What follows belongs to an exercise in optimizing a design on an open flow for small area, a short achievable clock period and few clock cycles; a production flow would make more cautious choices.
Function was not checked in any run shown here: the RTL went through the layout flow alone.
Power and IR drop assume default switching activity.

--- flow/config.mk ---
export PLATFORM = sky130hd
export DESIGN_NAME = vlq_codec
export DESIGN_NICKNAME = vlq_codec
export VERILOG_FILES = /design/flow/design.v
export SDC_FILE = /design/flow/constraint.sdc
export NUM_CORES = 4
export LEC_CHECK = 0
export CAP_MARGIN = 20
export CORE_MARGIN = 2
export CORE_UTILIZATION = 40
export SETUP_SLACK_MARGIN = 5
export SLEW_MARGIN = 20
export TNS_END_PERCENT = 100
--- flow/constraint.sdc ---
create_clock -name core_clock -period 8.0 [get_ports {clk}]
set_input_delay 1.6000 -clock core_clock [delete_from_list [all_inputs] [get_ports {clk}]]
set_output_delay 1.6000 -clock core_clock [all_outputs]
set_load 0.01 [all_outputs]
--- flow/design.v ---
module vlq_codec (
    input  wire         clk,
    input  wire         rst,
    input  wire         req_valid,
    output wire         req_ready,
    input  wire [4:0]   req_op,
    input  wire [127:0] req_value,
    input  wire [127:0] req_acc,
    input  wire [31:0]  req_cap,
    input  wire [31:0]  req_len,
    output wire         rsp_valid,
    output wire [31:0]  rsp_count,
    output wire [127:0] rsp_acc,
    output wire         rsp_term,
    output wire [1:0]   rsp_status,
    output wire         mem_valid,
    output wire         mem_we,
    output wire [31:0]  mem_addr,
    output wire [7:0]   mem_wdata,
    input  wire         mem_ready,
    input  wire [7:0]   mem_rdata
);
    localparam [1:0] F_SIZE = 2'd0, F_ENC = 2'd1, F_DEC = 2'd2;
    localparam [1:0] W_32 = 2'd0, W_64 = 2'd1, W_128 = 2'd2;
    localparam [1:0] ST_OK = 2'd0, ST_NOCAP = 2'd1, ST_INCOMPLETE = 2'd2,
                     ST_ILLEGAL = 2'd3;
    reg         wr_q, rd_q, rsp_q, mv_q, rdy_q;
    reg [1:0]   width_q;
    reg         orient_r_q;      
    reg [127:0] x_q;             
    reg [31:0]  c_q;             
    reg [31:0]  rem_q;           
    reg [7:0]   wd_q;            
    reg         term_q;
    reg [1:0]   status_q;
    wire [1:0] req_width  = req_op[4:3];
    wire       req_orient = req_op[2];
    wire [1:0] req_func   = req_op[1:0];
    wire       req_illegal = (req_width == 2'b11) || (req_func == 2'b11);
    reg  [18:0] nz_r32, nz_r64, nz_r128, nz_l32, nz_l64, nz_l128, nz;
    integer g;
    always @(*) begin
        nz_r32 = 19'd0; nz_r64 = 19'd0; nz_r128 = 19'd0;
        nz_l32 = 19'd0; nz_l64 = 19'd0; nz_l128 = 19'd0;
        for (g = 0; g < 18; g = g + 1) nz_r128[g] = |req_value[7*g +: 7];
        nz_r128[18] = |req_value[127:126];
        for (g = 0; g < 9; g = g + 1)  nz_r64[g]  = |req_value[7*g +: 7];
        nz_r64[9] = req_value[63];
        for (g = 0; g < 4; g = g + 1)  nz_r32[g]  = |req_value[7*g +: 7];
        nz_r32[4] = |req_value[31:28];
        for (g = 0; g < 4; g = g + 1)  nz_l32[g]  = |req_value[31 - 7*g -: 7];
        nz_l32[4] = |req_value[3:0];
        for (g = 0; g < 9; g = g + 1)  nz_l64[g]  = |req_value[63 - 7*g -: 7];
        nz_l64[9] = req_value[0];
        for (g = 0; g < 18; g = g + 1) nz_l128[g] = |req_value[127 - 7*g -: 7];
        nz_l128[18] = |req_value[1:0];
        case ({req_width, req_orient})
            3'b001:  nz = nz_r32;
            3'b011:  nz = nz_r64;
            3'b000:  nz = nz_l32;
            3'b010:  nz = nz_l64;
            3'b100:  nz = nz_l128;
            default: nz = nz_r128;
        endcase
    end
    reg [4:0] req_n, req_m;
    reg       cap_lt;
    always @(*) begin
        req_n = 5'd1;
        req_m = 5'd0;
        cap_lt = 1'b0;
        for (g = 0; g < 19; g = g + 1) begin
            if (nz[g] || g == 0) begin
                req_n = g + 1;
                req_m = g;
            end
            if ((nz[g] || g == 0) && req_cap[4:0] <= g)
                cap_lt = 1'b1;
        end
    end
    wire cap_short = (req_cap[31:5] == 27'd0) && cap_lt;
    reg [6:0] grp0;
    always @(*) begin
        if (req_orient)
            grp0 = req_value[6:0];
        else case (req_width)
            W_32:    grp0 = req_value[31:25];
            W_64:    grp0 = req_value[63:57];
            default: grp0 = req_value[127:121];
        endcase
    end
    wire [6:0] b = rd_q ? mem_rdata[6:0] : 7'd0;
    wire [127:0] up7 = {x_q[120:0], b};
    reg  [127:0] x_up, x_dn;
    reg  [6:0]   grp_next;       
    always @(*) begin
        case (width_q)
            W_32:    begin x_up = {96'd0, up7[31:0]}; x_dn = {96'd0, b, x_q[31:7]}; end
            W_64:    begin x_up = {64'd0, up7[63:0]}; x_dn = {64'd0, b, x_q[63:7]}; end
            default: begin x_up = up7;                x_dn = {b, x_q[127:7]};      end
        endcase
        if (orient_r_q)
            grp_next = x_q[13:7];
        else case (width_q)
            W_32:    grp_next = x_q[24:18];
            W_64:    grp_next = x_q[56:50];
            default: grp_next = x_q[120:114];
        endcase
    end
    wire shift_up = rd_q ? orient_r_q : ~orient_r_q;
    wire last_write = (c_q[4:0] == 5'd0);
    wire last_read  = (rem_q == 32'd1);
    wire accept = req_valid && rdy_q;
    wire adv    = mv_q && mem_ready;
    wire fin    = adv && (wr_q ? last_write : (!mem_rdata[7] || last_read));
    always @(posedge clk) begin
        if (rst) begin
            wr_q  <= 1'b0;
            rd_q  <= 1'b0;
            rsp_q <= 1'b0;
            mv_q  <= 1'b0;
            rdy_q <= 1'b1;
        end else if (accept) begin
            wr_q  <= !req_illegal && req_func == F_ENC && !cap_short;
            rd_q  <= !req_illegal && req_func == F_DEC && req_len != 32'd0;
            rsp_q <= req_illegal || req_func == F_SIZE ||
                     (req_func == F_ENC && cap_short) ||
                     (req_func == F_DEC && req_len == 32'd0);
            mv_q  <= !req_illegal && ((req_func == F_ENC && !cap_short) ||
                                      (req_func == F_DEC && req_len != 32'd0));
            rdy_q <= req_illegal || req_func == F_SIZE ||
                     (req_func == F_ENC && cap_short) ||
                     (req_func == F_DEC && req_len == 32'd0);
        end else begin
            if (fin) begin
                wr_q  <= 1'b0;
                rd_q  <= 1'b0;
                mv_q  <= 1'b0;
                rsp_q <= 1'b1;
                rdy_q <= 1'b1;
            end else if (rsp_q) begin
                rsp_q <= 1'b0;
            end
        end
    end
    always @(posedge clk) begin
        if (accept) begin
            width_q    <= req_width;
            orient_r_q <= req_orient;
            rem_q      <= (req_func == F_DEC) ? req_len : {27'd0, req_n};
            wd_q       <= {1'b0, grp0};
            term_q     <= 1'b0;
            x_q        <= req_illegal ? req_acc :
                          (req_func == F_ENC) ? req_value :
                          (req_width == W_32) ? {96'd0, req_acc[31:0]} :
                          (req_width == W_64) ? {64'd0, req_acc[63:0]} : req_acc;
            c_q        <= req_illegal ? 32'd0 :
                          (req_func == F_SIZE) ? {27'd0, req_n} :
                          (req_func == F_ENC && !cap_short) ? {27'd0, req_m} : 32'd0;
            status_q   <= req_illegal ? ST_ILLEGAL :
                          (req_func == F_SIZE) ? ST_OK :
                          (req_func == F_ENC) ? (cap_short ? ST_NOCAP : ST_OK) :
                          ST_INCOMPLETE;
        end else if (adv) begin
            x_q <= shift_up ? x_up : x_dn;
            if (wr_q) begin
                wd_q <= {1'b1, grp_next};
                c_q  <= last_write ? rem_q : {27'd0, c_q[4:0] - 5'd1};
            end else begin
                c_q   <= c_q + 32'd1;
                rem_q <= rem_q - 32'd1;
                if (!mem_rdata[7]) begin
                    term_q   <= 1'b1;
                    status_q <= ST_OK;
                end
            end
        end
    end
    assign req_ready  = rdy_q;
    assign rsp_valid  = rsp_q;
    assign rsp_count  = c_q;
    assign rsp_acc    = x_q;
    assign rsp_term   = term_q;
    assign rsp_status = status_q;
    assign mem_valid  = mv_q;
    assign mem_we     = wr_q;
    assign mem_addr   = c_q;
    assign mem_wdata  = wd_q;
endmodule
--- flow/run.sh ---
#!/bin/bash
# synth_recipe.tcl (not shown) runs the flow's synth.tcl, then flattens the netlist and writes it again
# the make line also repeats each setting of config.mk as NAME=value (left out here)
make -C /OpenROAD-flow-scripts/flow DESIGN_CONFIG=/design/flow/config.mk WORK_HOME=/design/flow/orfs CLKGATE_MAP_FILE= SYNTH_SCRIPT=/design/flow/synth_recipe.tcl finish
==> results of run 1 <==
==> area by class of cell <==
type | instances | area [um2]
tap | 518 | 648
multi-input combinational | 1596 | 9380
sequential | 211 | 6270
timing repair buffer | 729 | 6770
clock inverter | 22 | 248
inverter | 9 | 60.1
antenna | 11 | 27.5
clock buffer | 28 | 679
fill | 3500 | 14400
==> worst min-delay path by stage <==
stage          startpoint      end  slack (ns)  cells past startpoint
5_1_grt           wd_q[7]  wd_q[7]        0.53                      2
6_report          wd_q[7]  wd_q[7]        0.47                      2
4_1_cts           wd_q[7]  wd_q[7]        0.47                      2
3_3_place_gp      wd_q[7]  wd_q[7]        0.45                      2
2_1_floorplan      term_q   term_q        0.50                      2
3_5_place_dp      wd_q[7]  wd_q[7]        0.46                      2
==> state kept, by name, summed over array words and instances, names as in the netlist <==
name and cells:
c_q 32, mv_q 1, orient_r_q 1, rd_q 1, rdy_q 1, rem_q 32
rsp_q 1, status_q 2, term_q 1, wd_q 8, width_q 2, wr_q 1
x_q 128
==> through the flow <==
stage                     cells  hold slack [ns]
final                      3124            0.469
after global routing       3118            0.526
after CTS                  3070            0.468
after detailed placement   2889            0.459
after global placement     2889            0.449
after floorplan            1980            0.505
==> tightest hold or removal path: cells and delay by family, from the launching register on <==
family,cells,cell delay (ns)
flops,1,0.32
simple gates,1,0.07
compound gates,1,0.04
==> Yosys cell counts, types with 5 or more instances <==
cell type  instances
xnor2_1           32
dfxtp_1            7
nand2b_1          17
xor2_1            28
o221a_2           26
or3_1              7
inv_1              9
nor2_1           219
nand2_1          440
nor2b_1            7
a211oi_1          15
edfxtp_1         204
or4_1             10
nand4_1           19
mux2_2            14
nor3_1           111
a31oi_1           60
buf_4             32
clkbuf_1         121
o211ai_1          10
o21ai_0          117
clkbuf_8           5
and2_1             9
and3_1            28
nand3_1           28
nor4_1            44
buf_1             12
or2_2              6
mux2i_1           14
a21oi_1          233
==> layer usage <==
| layer | share of wire | vias to the layer above | wire (um) | GRT usage |
|---|---|---|---|---|
| li1 | - | 8393 | - | - |
| met1 | 0.35 | 9160 | 31100 | 0.486 |
| met2 | 0.46 | 1444 | 40400 | 0.667 |
| met3 | 0.11 | 318 | 10000 | 0.0950 |
| met4 | 0.070 | 6 | 6090 | 0.225 |
| met5 | 0.00050 | - | 44 | 0 |
==> power by group through the flow <==
stage | combinational [mW] | clock, mW | sequential, mW
global placement | 1.22 | 0 | 1.60
detailed placement | 1.23 | 0 | 1.60
CTS | 1.36 | 1.31 | 1.52
finish | 1.45 | 1.32 | 1.53
floorplan | 0.568 | 0 | 1.57
global route | 1.52 | 1.36 | 1.54
==> cells by family (layout without fill, tap and decap cells) <==
kind of cell / Yosys count / count (layout) / synth area share
compound gates: 521 / 523 / 0.204
xor+xnor: 60 / 60 / 0.0338
fa+ha+maj: 5 / 5 / 0.00387
buf+inv: 185 / 788 / 0.0581
flops: 211 / 211 / 0.404
mux: 28 / 28 / 0.0192
other cells: 0 / 11 / 0
simple gates: 970 / 980 / 0.278
==> repair_timing <==
item	4_1_cts	5_1_grt
setup endpoints to repair	561	246
resized for setup	413	124
setup buffers	123	36
hold endpoints to repair	0	0
gates cloned	8	6
hold buffers	0	0
pin swaps	40	40
==> impl_metrics.yaml, run 1 <==
worst_setup_path:
  cp.depth: 9
  crit_path_end_kind: "flop"
  crit_slowest_cell: "or4_4"
  cp_max_fo: 5
  crit_family: "compound AO/OA/AOI/OAI gates"
  worstPathRequired_ns: 8.39
  path_common_cell: "o41a_1"
  reg2reg_from: "c_q[1]"
  r2r_cells: 14
  cp-start-kind: "primary input"
  cp-startpoint: "req_value[62]"
  path_class: "in2reg"
  worstPathArrival_ns: 4.89
  regToRegSetupSlack_ns: 5.05
  crit_path_max_incr_delay_ns: 0.53
  cp-endpoint: "c_q[3]"
  crit_chain: "buf_8, or4_4, o41a_1, or3_4, o41a_1, a2111o_1, o41a_1, or3_4, o311ai_4"
  rr_endpoint: "c_q[0]"
  worst-path-buf-inv: 1
outcome:
  status: "complete, no violations"
run:
  maxCapViolations: 0
power_and_ir_drop:
  p_int_mw: 2.80
  combPwrFrac: 0.337
  switching_power_mw: 1.49
  power.density_nw_per_um2: 178
  vdd_drop_max_uv: 150
  power.total_mw: 4.30
  switching_share: 0.348
  power.leakage_nw: 9.64
  p_clk_frac: 0.307
  power.share.sequential: 0.357
cts:
  clock_path_buffers: 3
  root_buffer: "clkbuf_16"
  clk_pin_slew_ns: 0.06
  clock_latency_ns: 0.57
  cts_buffers: 27
  clock_sinks: 211
  cts_tree: "yes"
  htree_levels: 1
grt:
  grt.overflow.total: 0
  grt_util_all_layers: 0.404
  grt_pass1_wl_mm: 122
  antenna_found_initial: 12
  grt_pass1_vias: 18389
  grt_max_degree: 91
floorplan:
  initial_core_util: 0.404
  core_um2: 38500
  die_area_um2: 40400
  fp.dieW_um: 201
  die_h_um: 201
  io_pins: 544
  fp-row-count: 72
sta:
  drv_slew: 0
  post-route-period-util: 0.562
  period_needed_ns: 4.50
  fin_worst_skew_ns: 0.0158
  rsz0062_at_grt: "true"
  fin_ws_ns: 3.50
  max_freq_mhz: 222
  slew_headroom: 0.427
  tns_ns: 0
  hold_viol_final: 0
  setup_viol: 0
  tightest_slew_ns: 0.859
finish:
  fin_nets: 2915
  post-route-util: 0.626
  drive_gt1_frac: 0.175
  stdcell_area_um2: 24100
  synthToLayoutAreaGrowth_pct: 55.1
  final_cell_mix: "428 x nand2_1, 274 x clkdlybuf4s50_1, 223 x a21oi_1, 209 x nor2_1, 204 x edfxtp_1"
  layout_commonest_cell: "nand2_1"
drt:
  wl_per_cell_um: 28.0
  drt_iter0_drc: 2176
  route.detailed.drc: 0
  totalWireLength_mm: 87.6
  dr.pass1.iters: 8
  via_per_inst: 6.18
  vias: 19321
  ant_nets: 0
yosys:
  ys_ff_latch: 211
  synth_seq_area_share: 0.404
  ys_top_cells_by_area: "edfxtp_1 39%, nand2_1 11%, a21oi_1 7.5%"
  synth_warnings: 1
  synth.avg_cell_area_um2: 7.84
  synth_ff_type: "edfxtp_1"
  synthArstFlopShare: 0
  synth_area_um2: 15500
  yosysTopAreaCell: "edfxtp_1"
  synthCells: 1980
  synthDistinctLibCells: 82
  syn_nets: 2321
  synth_edf_count: 204
  synth_top_cell_area_share: 0.395
placement:
  pre_cts_ws_ns: 2.19
  placed_area_um2: 21100
  hpwl_mm: 60.6
  place_congestion: 1.01
  port_buffers: 543
hold_path:
  worstHoldPathType: "reg2reg"
==> inputs of run 2 (changes only) <==
==> flow/flow/run.sh (new file) <==
#!/bin/bash
# The standard layout, with the port buffers made from the smallest buffer
# cell instead of the one buffer_ports picks by default; the resizer still
# sizes them up where timing or slew calls for it.
set -euo pipefail
export BUFFER_PORTS_ARGS="-buffer_cell sky130_fd_sc_hd__buf_1"
bash standard.sh finish > standard_flow.log 2>&1
==> flow/standard.sh (new file) <==
#!/bin/bash
# synth_recipe.tcl (not shown) runs the flow's synth.tcl, then flattens the netlist and writes it again
# the make line also repeats each setting of config.mk as NAME=value (left out here)
make -C /OpenROAD-flow-scripts/flow DESIGN_CONFIG=/design/flow/config.mk WORK_HOME=/design/flow/orfs CLKGATE_MAP_FILE= SYNTH_SCRIPT=/design/flow/synth_recipe.tcl "${@:-finish}"
removed: flow/run.sh
==> run 2 against run 1 <==
Compared with the run above:
- utilization down 11 points
- critical endpoint unchanged
- clock skew down 0.0054 ns
- sequential share of layout area rose by 5.6 points
- combinational power down 25%
- sequential cell count unchanged
- still clean on timing, DRC and antenna
- hold slack better by 0.038 ns
==> impl_metrics.yaml, run 2 <==
floorplan:
  die_area_um2: 40400
  die_h_um: 201
  core_um2: 38500
  initial_core_util: 0.404
  fp.dieW_um: 201
  fp-row-count: 72
  io_pins: 544
worst_setup_path:
  crit_path_max_incr_delay_ns: 0.57
  r2r_cells: 12
  worstPathRequired_ns: 8.38
  crit_slowest_cell: "or4_4"
  path_class: "in2reg"
  cp.depth: 9
  crit_path_end_kind: "flop"
  worst-path-buf-inv: 1
  cp-start-kind: "primary input"
  path_common_cell: "or4_4"
  worstPathArrival_ns: 4.85
  crit_family: "simple AND/OR/NAND/NOR gates"
  crit_chain: "buf_6, or4_4, or4_4, o211ai_1, a221oi_2, or4_4, o41a_1, or3_4, o311ai_4"
  cp_max_fo: 5
cts:
  clk_pin_slew_ns: 0.06
  clock_path_buffers: 3
  cts_buffers: 27
  clock_latency_ns: 0.55
  htree_levels: 1
  root_buffer: "clkbuf_16"
  clock_sinks: 211
  cts_tree: "yes"
drt:
  vias: 18498
  wl_per_cell_um: 28.1
  drt_iter0_drc: 2037
  via_per_inst: 6.19
  totalWireLength_mm: 84.0
  dr.pass1.iters: 5
  route.detailed.drc: 0
  ant_nets: 0
sta:
  hold_ws_ns: 0.508
  tightest_slew_ns: 1.11
  fin_worst_skew_ns: 0.0104
  max_freq_mhz: 224
  slew_headroom: 0.261
  rsz0062_at_grt: "true"
  hold_viol_final: 0
  tns_ns: 0
  post-route-period-util: 0.559
  drv_slew: 0
  period_needed_ns: 4.47
  setup_viol: 0
yosys:
  synth_most_common_cell: "nand2_1"
  synth_top_cell_area_share: 0.395
  yosysTopAreaCell: "edfxtp_1"
  synth_area_um2: 15500
  synthDistinctLibCells: 82
  synthCells: 1980
  yosys-top-cells-count: "440 x nand2_1, 233 x a21oi_1, 219 x nor2_1"
  synthArstFlopShare: 0
  ys_ff_latch: 211
  syn_nets: 2321
  synth_seq_area_share: 0.404
  synth.avg_cell_area_um2: 7.84
  synth_warnings: 1
  ys_top_cells_by_area: "edfxtp_1 39%, nand2_1 11%, a21oi_1 7.5%"
  synth_ff_type: "edfxtp_1"
  synth_edf_count: 204
placement:
  hpwl_mm: 59.7
  place_congestion: 1.01
  port_buffers: 543
  placed_area_um2: 17700
hold_path:
  whs_path_depth: 2
  worstHoldPathType: "reg2reg"
finish:
  largest_registers: "x_q x128, c_q x32, rem_q x32"
  stdcell_area_um2: 19800
  largest-register: "x_q"
  synthToLayoutAreaGrowth_pct: 27.6
  final_cell_mix: "535 x buf_1, 428 x nand2_1, 222 x a21oi_1, 213 x nor2_1, 204 x edfxtp_1"
  fin_nets: 2779
  fill_cells: 3893
  drive_gt1_frac: 0.107
  layout_commonest_cell: "buf_1"
  largest_reg_flops: 128
grt:
  antenna_found_initial: 14
  grt_pass1_wl_mm: 120
  grt.overflow.total: 0
  grt_max_degree: 95
  grt_pass1_vias: 17417
  grt_util_all_layers: 0.398
power_and_ir_drop:
  power.leakage_nw: 6.91
  power.density_nw_per_um2: 206
  vdd_drop_max_uv: 154
run:
  maxCapViolations: 0
outcome:
  status: "complete, no violations"
run 2: cell counts after synthesis:
No cell type changed its count.
run 2: report_power, final:
| group | internal [mW] | switching (mW) |
|---|---|---|
| Combinational | 0.367 | 0.724 |
| Sequential | 1.40 | 0.190 |
| Clock | 0.875 | 0.517 |
run 2: repair_timing:
item | CTS | global route
gates resized for setup | 96 | 44
setup endpoints to repair | 227 | 103
cloned | 11 | 0
pin swaps | 15 | 13
buffers inserted | 23 | 4
hold endpoints to repair | 0 | 0
hold buffers | 0 | 0
run 2: final timing paths:
path / endpoint / slack [ns] / startpoint
setup reg to reg: c_q[0] / 5.06 / c_q[0]
hold / removal: term_q / 0.51 / term_q
hold reg to reg: term_q / 0.51 / term_q
setup / recovery: c_q[3] / 3.53 / req_value[90]
run 2: routing by layer:
metal	wire, um	vias up	track usage
li1	-	8100	-
met1	31400	8919	0.501
met2	39400	1259	0.664
met3	8240	216	0.0657
met4	4950	4	0.191
met5	28	-	0
run 2: kinds of logic (layout without fill, tap and decap cells):
family,count (synthesis),count (layout),share of synthesized area
fa+ha+maj,5,5,0.00387
xor+xnor,60,60,0.0338
mux,28,28,0.0192
flops,211,211,0.404
simple gates,970,977,0.278
compound gates,521,522,0.204
other cells,0,12,0
buf+inv,185,655,0.0581
run 2: worst reg2reg max path, stage by stage (launching register included):
cell	delay (ns)
edfxtp_1	0.56
inv_1	0.14
ha_1	0.18
nor3b_1	0.49
nor2b_1	0.25
buf_4	0.22
and2_1	0.15
buf_4	0.22
nor2_1	0.07
a21oi_1	0.14
nor2_1	0.06
a31oi_1	0.14
o21ai_1	0.08
run 2: cell type report:
| cell class | count | area, um2 | share of cell area |
|---|---|---|---|
| inverter | 9 | 60.1 | 0.00303 |
| tap | 518 | 648 | 0.0327 |
| antenna | 12 | 30.0 | 0.00152 |
| clock inverter | 16 | 284 | 0.0143 |
| multi-input combinational | 1592 | 9160 | 0.462 |
| sequential | 211 | 6270 | 0.316 |
| timing repair buffer | 596 | 2660 | 0.134 |
| clock buffer | 33 | 698 | 0.0352 |
| timing repair inverter | 1 | 8.76 | 0.000442 |
run 2: stage by stage:
stage / total power [mW] / utilization / worst slack [ns] / instances
3_3_place_gp: 2.57 / 0.461 / 2.56 / 2888
2_1_floorplan: 2.14 / - / 3.35 / 1980
6_report: 4.08 / 0.515 / 3.53 / 2988
3_5_place_dp: 2.58 / 0.461 / 2.55 / 2888
4_1_cts: 4.02 / 0.508 / 3.59 / 2971
5_1_grt: 4.19 / 0.515 / 3.52 / 2982

-- re-timing with driven ports --
In the flow no input, the clock included, has a driving cell. The finished layouts below were timed again as built, in two steps.
Step 1: set_driving_cell puts a clkbuf_16 on clk and a buf_2 on each other input, an assumption about the parent block.
Step 2 also shifts input and output timing later by t, the mid clock arrival at the registers, as if the neighbouring blocks saw the same clock.
Three values: no drivers, after step 1, after step 2; two values: the first two.
run | t, ns | slack for setup (ns) | worst register clock-pin slew, ns | worst slew at a driven data input, ns
run 1 | 0.630 | 3.504 / 3.524 / 2.894 | 0.06 / 0.06 | 0.17
run 2 | 0.605 | 3.531 / 3.558 / 2.953 | 0.06 / 0.06 | 0.15
After both steps every run listed still meets setup and hold. For run 1, which loses most, drivers alone change the setup slack by +0.020 ns; drivers and shift together by -0.610 ns.
